From an optimization exercise on the open Yosys and OpenROAD flow, aimed at small area, a short achievable clock period and few clock cycles per item; shortcuts taken in it are not production practice.
The RTL was checked by simulation tests, not by an equivalence proof against the original design.
Power and IR drop assume default switching activity.

== run A ==
==> flow/design.v (excerpt) <==
module b128codec (
    input  wire       clk,
    input  wire       rst,
    input  wire       cmd_valid,
    input  wire [1:0] cmd_op,
    output wire [1:0] status_state,
    output wire [1:0] status_err,
    input  wire       in_valid,
    input  wire [7:0] in_data,
    input  wire       in_end,
    output wire       in_ready,
    output wire       out_valid,
    output wire [7:0] out_data,
    input  wire       out_ready
);
    localparam [1:0] ST_IDLE = 2'd0, ST_BUSY = 2'd1, ST_DONE = 2'd2, ST_ERROR = 2'd3;
    localparam [1:0] ERR_NONE = 2'd0, ERR_INVALID = 2'd1, ERR_MALFORMED = 2'd2;
    localparam [1:0] OP_ENC7 = 2'd0, OP_DEC7 = 2'd1, OP_ENC192 = 2'd2, OP_DEC192 = 2'd3;
    localparam [7:0] PAD_CHAR = 8'h21;
    localparam [1:0] RM_HOLD = 2'd0, RM_SHIFT = 2'd1, RM_ENC = 2'd2, RM_HOR = 2'd3;
    function [7:0] alook;
        input [7:0] d;
        begin
            case (d)
            8'd0: alook = 8'h23;
            8'd1: alook = 8'h24;
            8'd2: alook = 8'h25;
            8'd3: alook = 8'h26;
            8'd4: alook = 8'h27;
            8'd5: alook = 8'h28;
            8'd6: alook = 8'h29;
            8'd7: alook = 8'h2A;
  ...
Settings: LEC_CHECK=0, ABC_CLOCK_PERIOD_IN_PS=4000, CAP_MARGIN=20, CORE_MARGIN=2, CORE_UTILIZATION=50, SETUP_SLACK_MARGIN=5, SLEW_MARGIN=20; clock period 12.0 ns.
run.sh (not shown) runs the stock make flow with config.mk's settings and CLKGATE_MAP_FILE= SYNTH_SCRIPT=/design/flow/synth_recipe.tcl, a recipe that flattens the netlist after the stock synthesis.
Testbench counts of run A, summed over its fixed seeds: cycles 30,977, bytes 41,065.
### run A -> run B
diff --git a/flow/design.v b/flow/design.v
--- a/flow/design.v
+++ b/flow/design.v
@@ -830,13 +830,13 @@
             p321[k] = ma(p32[k], pv[4*k+1]);
             gsum[k] = ma(p32[k], ma(pv[4*k+1], pv[4*k]));
         end
         for (k = 0; k < 15; k = k + 1) ks[0][k] = gsum[k];
         for (l = 0; l < 4; l = l + 1)
             for (k = 0; k < 15; k = k + 1)
-                if ((((14 - k) >> l) & 1) != 0)
+                if (((14 - k) >> l) & 1)
                     ks[l+1][k] = ma(ks[l][k], ks[l][14 - ((((14 - k) >> l) << l) - 1)]);
                 else
                     ks[l+1][k] = ks[l][k];
         zm = ks[4][0];
         for (k = 0; k < 15; k = k + 1) begin
             rin = (k < 14) ? ks[4][k+1] : 3'b001;
@@ -861,47 +861,45 @@
     always @* begin
         hpp = ~(X ^ hb);
         hg  = X & ~hb;
         hp  = hpp;
         hg[0] = hg[0] | hp[0];               
         for (hl = 0; hl < 7; hl = hl + 1)
-            for (hi = 0; hi < 128; hi = hi + 1)
-                if (((hi >> hl) & 1) != 0) begin
-                    hg[hi] = hg[hi] | (hp[hi] & hg[((hi >> hl) << hl) - 1]);
-                    hp[hi] = hp[hi] & hp[((hi >> hl) << hl) - 1];
-                end
+            for (hi = (2 << hl) - 1; hi < 128; hi = hi + (2 << hl)) begin
+                hg[hi] = hg[hi] | (hp[hi] & hg[hi - (1 << hl)]);
+                hp[hi] = hp[hi] & hp[hi - (1 << hl)];
+            end
+        for (hl = 5; hl >= 0; hl = hl - 1)
+            for (hi = 3 * (1 << hl) - 1; hi < 128; hi = hi + (2 << hl)) begin
+                hg[hi] = hg[hi] | (hp[hi] & hg[hi - (1 << hl)]);
+                hp[hi] = hp[hi] & hp[hi - (1 << hl)];
+            end
         hs[0] = ~hpp[0];
         for (hi = 1; hi < 128; hi = hi + 1) hs[hi] = hpp[hi] ^ hg[hi-1];
     end
     assign hor_x = hs;
     wire [127:0] qx = {14'd0, enc_q};
     integer i;
-    reg [15:0] s_en;
-    reg [7:0]  s_d [0:15];
-    reg        sel_w, sel_s, sel_q, sel_h;
-    always @* begin
-        for (i = 0; i < 16; i = i + 1) begin
-            sel_w = we[i];
-            sel_h = ~we[i] & (rmode == RM_HOR);
-            sel_q = ~we[i] & (rmode == RM_ENC) & sm_n[i];
-            sel_s = ~we[i] & ((rmode == RM_SHIFT) | ((rmode == RM_ENC) & ~sm_n[i]));
-            s_en[i] = we[i] | (rmode != RM_HOLD);
-            s_d[i] = ({8{sel_w}} & wdata) | ({8{sel_h}} & hor_x[8*i +: 8]) |
-                     ({8{sel_q}} & qx[8*i +: 8]) |
-                     ({8{sel_s}} & ((i < 15) ? s_q[(i + 1) % 16] : 8'd0));
-        end
-    end
     reg [16:0] bh;
     reg [15:0] we;
     always @* begin
         for (i = 0; i < 17; i = i + 1) bh[i] = (wbase == i[4:0]);
         for (i = 0; i < 16; i = i + 1) we[i] = wr & (wdec ? bh[i+1] : bh[i]);
     end
     always @(posedge clk) begin
-        for (i = 0; i < 16; i = i + 1)
-            if (s_en[i]) s_q[i] <= s_d[i];
+        for (i = 0; i < 16; i = i + 1) begin
+            if (we[i])
+                s_q[i] <= wdata;
+            else case (rmode)
+                RM_SHIFT: s_q[i] <= (i < 15) ? s_q[(i + 1) % 16] : 8'd0;
+                RM_ENC:   s_q[i] <= sm_n[i] ? qx[8*i +: 8]
+                                            : ((i < 15) ? s_q[(i + 1) % 16] : 8'd0);
+                RM_HOR:   s_q[i] <= hor_x[8*i +: 8];
+                default:  ;
+            endcase
+        end
         if (oload) od_q <= odata;
         wp_q <= n_wp; rc_q <= n_rc; cnt_q <= n_cnt; end_q <= n_end;
         mask_q <= n_mask; trl_q <= n_trl; oi_q <= n_oi;
         bad_q <= n_bad; mal_q <= n_mal; pb_q <= n_pb; lpad_q <= n_lpad; lhi_q <= n_lhi;
         ldig_q <= n_ldig; nwr_q <= n_nwr;
         act_q <= n_act; padf_q <= n_padf; rem_q <= n_rem;
Findings:
Delta(total power, run B - run A) > 0. Run B reports its startpoint of the worst setup timing path as m_q[9] while run A reports cnt_q[1]. A standard cell with the maximum stage delay on the critical path of sky130_fd_sc_hd__edfxtp_1 is what run B shows, while sky130_fd_sc_hd__or4b_2 belongs to run A. Summary: with run A as the reference, number of cells on the critical path in run B moved up by a little under 10%. Routed wire length for run B is higher than for run A. Cmp run B vs run A: met2 demand-to-capacity share in global routing lower in run B. Cmp run A and run B / sequential share of layout area / lower: run B. Of run A and run B, the lower count of inverters other than clock inverters in the layout belongs to run B.
Testbench counts of run B, summed over its fixed seeds: cycles 30,977, bytes 41,065.

Setup of the previous run:
b128codec, a different RTL version from the one above (not shown whole).
Size in the first run: about 4,400 cells after synthesis, about 230 flip-flops.
export LEC_CHECK = 0
export ABC_CLOCK_PERIOD_IN_PS = 4000
export CAP_MARGIN = 20
export CORE_MARGIN = 2
export CORE_UTILIZATION = 50
export SETUP_SLACK_MARGIN = 5
export SLEW_MARGIN = 20
create_clock -name core_clock -period 12.0 [get_ports {clk}]
Testbench counts of the previous run, summed over its fixed seeds: cycles 30,977, bytes 41,065.
Inputs modified between the previous run and the current run:
--- a/flow/design.v
+++ b/flow/design.v
@@ -576,13 +576,13 @@
     reg         act_q, padf_q;                   
     reg  [4:0]  rem_q;                           
     reg  [4:0]  dc_q;                            
     reg  [15:0] m_q;                             
     reg         up_q;                            
     reg  [4:0]  ul_q;
-    reg         errp_q, fin_q;
+    reg         errp_q;
     reg  [1:0]  errc_q;
     wire busy = (state_q == ST_BUSY);
     assign status_state = state_q;
     assign status_err   = err_q;
     assign in_ready     = ir_q;
     assign out_valid    = ov_q;
@@ -650,13 +650,12 @@
                 n_state = ST_BUSY; n_err = ERR_NONE; n_op = cmd_op;
                 n_wp = 5'd0; n_rc = 5'd0; n_cnt = 5'd0; n_end = 1'b0;
                 n_ov = 1'b0; n_ir = 1'b1;
                 n_mask = 7'd0; n_trl = 1'b0; n_oi = 3'd0;
                 n_bad = 1'b0; n_mal = 1'b0; n_pb = 1'b0; n_lpad = 1'b0; n_lhi = 1'b0;
                 n_nwr = 4'd0; n_act = 1'b0; n_up = 1'b0; n_errp = 1'b0; n_errc = ERR_NONE;
-                fin = 1'b0;
                 n_m = 16'd0;
             end
         end else begin
             case (op_q)
             OP_ENC7: begin
                 if (wp_q != 5'd0 && out_free) begin
@@ -798,17 +797,16 @@
                 n_wp = ws + {4'd0, wcnt};
                 fin = (n_errp | (n_end & n_cnt == 5'd0 & ~n_up)) & (n_rc == 5'd0);
                 n_ir = ~n_end & ~n_errp & ~n_up & (n_wp <= 5'd15);
             end
             endcase
             if (oload) n_ov = 1'b1;
-            if (fin_q && !(ov_q && !out_ready)) begin
-                n_state = errp_q ? ST_ERROR : ST_DONE;
-                n_err   = errp_q ? errc_q : ERR_NONE;
+            if (fin && !n_ov) begin
+                n_state = n_errp ? ST_ERROR : ST_DONE;
+                n_err   = n_errp ? n_errc : ERR_NONE;
                 n_ir    = 1'b0;
-                fin     = 1'b0;
             end
         end
     end
     wire [119:0] Y;
     generate
         for (gi = 0; gi < 15; gi = gi + 1) begin : g_y
@@ -900,13 +898,13 @@
         mask_q <= n_mask; trl_q <= n_trl; oi_q <= n_oi;
         bad_q <= n_bad; mal_q <= n_mal; pb_q <= n_pb; lpad_q <= n_lpad; lhi_q <= n_lhi;
         ldig_q <= n_ldig; nwr_q <= n_nwr;
         act_q <= n_act; padf_q <= n_padf; rem_q <= n_rem;
         dc_q <= n_dc; m_q <= n_m;
         up_q <= n_up; ul_q <= n_ul;
-        errp_q <= n_errp; errc_q <= n_errc; fin_q <= fin;
+        errp_q <= n_errp; errc_q <= n_errc;
         op_q <= n_op;
         if (rst) begin
             state_q <= ST_IDLE;
             err_q   <= ERR_NONE;
             ov_q    <= 1'b0;
             ir_q    <= 1'b0;
==> results.txt <==
Via count of the first global-routing pass delta for the current run relative to the previous run: 832 lower. [compare] base=the previous run new=the current run: cell count increased about 0.6%, count of placed standard cells including taps increased 0.75%, post-detailed-placement cell area decreased 660 um^2, gate count of the mapped netlist increased about 0.4%, fraction of power consumed by sequential logic decreased 0.5 points. Compared with the previous run, the current run shows sequential share of layout area higher by 0.33 points. Higher per-instance average area after synthesis goes to the previous run over the current run. On the current run: number of antenna diodes is 1 higher than what the previous run gave. Compared with the previous run, number of sequential storage elements in the current run decreased slightly. Max post-CTS setup buffer count across the previous run and the current run: the current run. The utilization on the current run is in line with that on the previous run. The current run vs. the previous run: clock buffer count decreased by 8 relative to the old numbers; maximum frequency from static timing analysis grew by about 1%.
Testbench counts of the current run, summed over its fixed seeds: cycles 30,977, bytes 41,065.

-- separate check: timing with driven ports --
The results above use ideal ports. As a check the final layouts listed here were re-extracted and re-timed, cells and wires unchanged. Step 1: set_driving_cell puts a clkbuf_16 on clk and a buf_2 on each other input, an assumption about the parent block. Step 2, shift: input delay + t, output delay - t, t = (earliest + latest rising clock arrival at the registers) / 2. This alone moves slack from input paths to output paths. a / b / c = ideal ports / drivers / drivers and shift; a / b = the first two.
run	t, ns	setup WS [ns]	worst setup path at the end	clock arrival spread, ns	slew at the worst register clock pin (ns)
run A	0.680	5.134 / 5.134 / 4.555	input to register	0.017 / 0.016	0.07 / 0.07
run B	0.645	5.287 / 5.287 / 4.750	input to register	0.017 / 0.016	0.07 / 0.07
the previous run	0.619	5.233 / 5.233 / 4.732	input to register	0.024 / 0.024	0.06 / 0.06
the current run	0.665	5.297 / 5.297 / 4.694	input to register	0.026 / 0.025	0.07 / 0.07
After both steps every run listed still meets setup and hold. The setup slack of the current run, which loses most, moves by 0.000 ns with the drivers and by -0.603 ns with both steps.
